From an optimization exercise on the open Yosys and OpenROAD flow, aimed at small area, a short achievable clock period and few clock cycles per item; shortcuts taken in it are not production practice.
At most, simulation tests tie the RTL to the original design; equivalence was not proved.
No activity file was given, so power comes from the tool's default toggle rates.

the previous run:
==> flow/design.v (excerpt) <==
module xarm_codec_a (
    input  wire        clk,
    input  wire        rst,
    input  wire        req_valid,
    output wire        req_ready,
    input  wire [7:0]  req_op,
    input  wire [7:0]  req_cmd,
    input  wire [7:0]  req_n,
    input  wire [7:0]  req_rxn,
    input  wire [15:0] req_dur,
    input  wire        in_valid,
    output wire        in_ready,
    input  wire [7:0]  in_data,
    output wire        out_valid,
    input  wire        out_ready,
    output wire [7:0]  out_data,
    output wire        out_last,
    output wire        resp_valid,
    input  wire        resp_ready,
    output wire [7:0]  resp_status,
    output wire [7:0]  resp_reason,
    output wire [15:0] resp_val
);
Size: ~420 flip-flops, about 110 I/O pins, ~22,000 sq um of cells after synthesis.
export LEC_CHECK = 0
export CAP_MARGIN = 20
export CORE_MARGIN = 2
export CORE_UTILIZATION = 40
export CTS_BUF_LIST = sky130_fd_sc_hd__clkbuf_4 sky130_fd_sc_hd__clkbuf_8
export SETUP_SLACK_MARGIN = 3.9
export SLEW_MARGIN = 20
export TNS_END_PERCENT = 10
create_clock -name core_clock -period 6.5 [get_ports {clk}]
standard.sh (not shown) runs the stock make flow with config.mk's settings and CLKGATE_MAP_FILE= SYNTH_SCRIPT=/design/flow/synth_recipe.tcl, a recipe that flattens the netlist after the stock synthesis.
==> flow/flow/run.sh <==
#!/bin/bash
# The standard layout, with plain buf_2 cells as the port buffers instead of
# the delay cells buffer_ports picks on its own.
set -euo pipefail
export BUFFER_PORTS_ARGS="-buffer_cell sky130_fd_sc_hd__buf_2"
bash standard.sh > standard_flow.log 2>&1
Testbench counts of the previous run, summed over its fixed seeds: cycles 160,886, items 3,200.
Edits applied to the flow inputs when going from the previous run to the current run:
Settings: TNS_END_PERCENT changed from 10 to 2.
Results
- Total detailed-routing wirelength went down by a few percent going from the previous run to the current run.
- Worst-case setup margin in the final layout: the current run < the previous run
- Max highest fanout seen on the critical path across the current run and the previous run: the current run
- Overflow left after global routing: the current run vs the previous run identical
- Post-cts repair resize count sits lower in the current run than in the previous run.
- Worst endpoint required time delta (the current run -> the previous run): insignificant
- Delta (the current run minus the previous run): total chip power down 2.8%; layout overhead on the synthesized area down 4.9 points; first-pass GRT wire length down 3100 um; clock buffer count down 1.0%.

Starting RTL as in the previous note.
export LEC_CHECK = 0
export CAP_MARGIN = 20
export CORE_MARGIN = 2
export CORE_UTILIZATION = 40
export CTS_BUF_LIST = sky130_fd_sc_hd__clkbuf_4 sky130_fd_sc_hd__clkbuf_8
export SETUP_SLACK_MARGIN = 3.9
export SLEW_MARGIN = 20
export TNS_END_PERCENT = 30
create_clock -name core_clock -period 6.5 [get_ports {clk}]
Scripts as last shown in full above: flow/flow/run.sh
Testbench counts at the start, summed over its fixed seeds: cycles 160,886, items 3,200.
Then changed:
--- a/flow/config.mk
+++ b/flow/config.mk
@@ -13,2 +13 @@
 export SLEW_MARGIN = 20
-export TNS_END_PERCENT = 30
Effect: Synthesized area does not change; clock power is lower by 11%; routed wire length decreases by about 3.3%; die area is unchanged; first-iteration DRC count went up by 7.6%; power is lower by 1.8%.
Then changed:
--- a/flow/config.mk
+++ b/flow/config.mk
@@ -11,3 +11,4 @@
 export CTS_BUF_LIST = sky130_fd_sc_hd__clkbuf_4 sky130_fd_sc_hd__clkbuf_8
-export SETUP_SLACK_MARGIN = 3.9
+export SETUP_SLACK_MARGIN = 4.0
 export SLEW_MARGIN = 20
+export TNS_END_PERCENT = 2
What happened:
- register-to-register slack is better by 20 ps
- global-route usage rises by 1.1 points
- clock skew rises by 7.9 ps
- setup slack stays flat
- critical path depth rises by 1
- routed wire length rises by a few percent
- cell area falls by a few percent
- final cell count falls slightly
- die area stays the same
- combinational power falls by a little under a tenth
- utilization falls by 2.3 points

== oak ==
xarm_codec_a, a different RTL version from the one above (not shown whole).
Size in the first run: roughly 430 flip-flops, roughly 110 I/O pins, about 23000 um^2 of cells after synthesis.
export LEC_CHECK = 0
export CAP_MARGIN = 20
export CORE_MARGIN = 2
export CORE_UTILIZATION = 40
export SETUP_SLACK_MARGIN = 3.5
export SLEW_MARGIN = 20
create_clock -name core_clock -period 6.5 [get_ports {clk}]
run.sh (not shown) runs the stock make flow with config.mk's settings and CLKGATE_MAP_FILE= SYNTH_SCRIPT=/design/flow/synth_recipe.tcl, a recipe that flattens the netlist after the stock synthesis.
Stock flow here: none of the scripts above is used.
oak | status: complete | timing, DRC, antenna: pass
## Diff of input files: pine against oak
-- flow/config.mk --
<<< oak, line 9
export CORE_MARGIN = 2
export CORE_UTILIZATION = 40
export SETUP_SLACK_MARGIN = 3.5
export SLEW_MARGIN = 20
>>> pine, line 9
export CORE_MARGIN = 2
export CORE_UTILIZATION = 40
export SETUP_SLACK_MARGIN = 3.9
export SLEW_MARGIN = 20
==> comparison <==
In summary, pine completed successfully, with a layout that passed the timing, design-rule and antenna checks. For pine, the slowest library cell on the worst path was sky130_fd_sc_hd__or4b_4, unlike oak, where it was sky130_fd_sc_hd__nor2_2. [pine vs oak] share of power burned in the clock network: lower in pine. Taking oak as the reference, in pine total chip power went down, time the final worst path needs with I/O delays and setup went up, critical path depth went up, worst setup skew after layout did not really move, met2 demand-to-capacity share in global routing went up. Compare pine and oak | maximum frequency lower: pine. Overall global routing resource usage ended up 0.22 points higher on pine than on oak. pine against oak: layout overhead on the synthesized area rose 2.4 points, count of placed standard cells in the final layout, fillers left out saw little to no change.
Function was not checked in any run of this note: the RTL went through the layout flow alone.

xarm_codec_a, a different RTL version from the one above (not shown whole).
Size in the first run: ~1800 cells after synthesis, ~430 flip-flops, roughly 23000 um^2 of cells after synthesis.
Settings: LEC_CHECK=0, CAP_MARGIN=20, CORE_MARGIN=2, CORE_UTILIZATION=40, SETUP_SLACK_MARGIN=3.7, SLEW_MARGIN=20; clock period 6.5 ns.
The first run passed the timing, design-rule and antenna checks.
Testbench counts at the start, summed over its fixed seeds: cycles 160,886, items 3,200.
==> next run, changes <==
- SETUP_SLACK_MARGIN: 3.7 -> 3.3
After rerunning: Synthesized area is unchanged. Wire length shrinks by a few percent. Design area went down by a little under a tenth. Via count decreases by a few percent. Clock skew goes up by 0.015 ns. Global-route usage fell by 1.2 points. Power falls by a few percent. Final cell count shrinks by a few percent. Die area stays the same.
==> next run, changes <==
==> flow/flow/run.sh (new file) <==
#!/bin/bash
# The standard layout, with plain buf_2 cells as the port buffers instead of
# the delay cells buffer_ports picks on its own.
set -euo pipefail
export BUFFER_PORTS_ARGS="-buffer_cell sky130_fd_sc_hd__buf_2"
bash standard.sh > standard_flow.log 2>&1
==> flow/standard.sh (new file) <==
#!/bin/bash
# synth_recipe.tcl (not shown) runs the flow's synth.tcl, then flattens the netlist and writes it again
# the make line also repeats each setting of config.mk as NAME=value (left out here)
make -C /OpenROAD-flow-scripts/flow DESIGN_CONFIG=/design/flow/config.mk WORK_HOME=/design/flow/orfs CLKGATE_MAP_FILE= SYNTH_SCRIPT=/design/flow/synth_recipe.tcl "${@:-finish}"
removed: flow/run.sh
Effect: The new run completed without violations; global-route usage goes down by 0.52 points; setup slack gains 0.0087 ns; area after synthesis is unchanged.

re-timing with driven ports:
How much do the figures lean on ideal ports? The routed layouts below were timed once more, with nothing changed but the port constraints. Step 1: set_driving_cell puts a clkbuf_16 on clk and a buf_2 on each other input, an assumption about the parent block. Step 2 adds t to the input delays and takes it off the output delays; t is the mean of the earliest and latest rising clock arrival at the registers after step 1. Input paths then give back, and output paths get back, about the clock's delay inside the block. Three values: ideal, step 1, step 2; two values: the first two.
run | t, ns | slack for setup (ns) | worst setup path after step 2
the previous run | 0.700 | 3.699 / 3.699 / 3.056 | input to register
the current run | 0.710 | 3.649 / 3.649 / 3.025 | input to register
the first run of note 2 | 0.702 | 3.721 / 3.721 / 3.065 | input to register
the second run of note 2 | 0.690 | 3.732 / 3.732 / 3.218 | input to register
the third run of note 2 | 0.720 | 3.731 / 3.748 / 3.040 | input to register
oak | 0.657 | 2.479 / 2.507 / 1.857 | input to register
pine | 0.660 | 2.444 / 2.444 / 2.044 | input to register
the first run of note 4 | 0.656 | 3.475 / 3.475 / 3.008 | input to register
the second run of note 4 | 0.653 | 3.292 / 3.292 / 2.694 | input to register
the third run of note 4 | 0.656 | 3.301 / 3.301 / 2.764 | input to register
After both steps setup and hold are still met in every run listed. The setup slack of the third run of note 2, which loses most, moves by +0.017 ns with the drivers and by -0.691 ns with both steps.
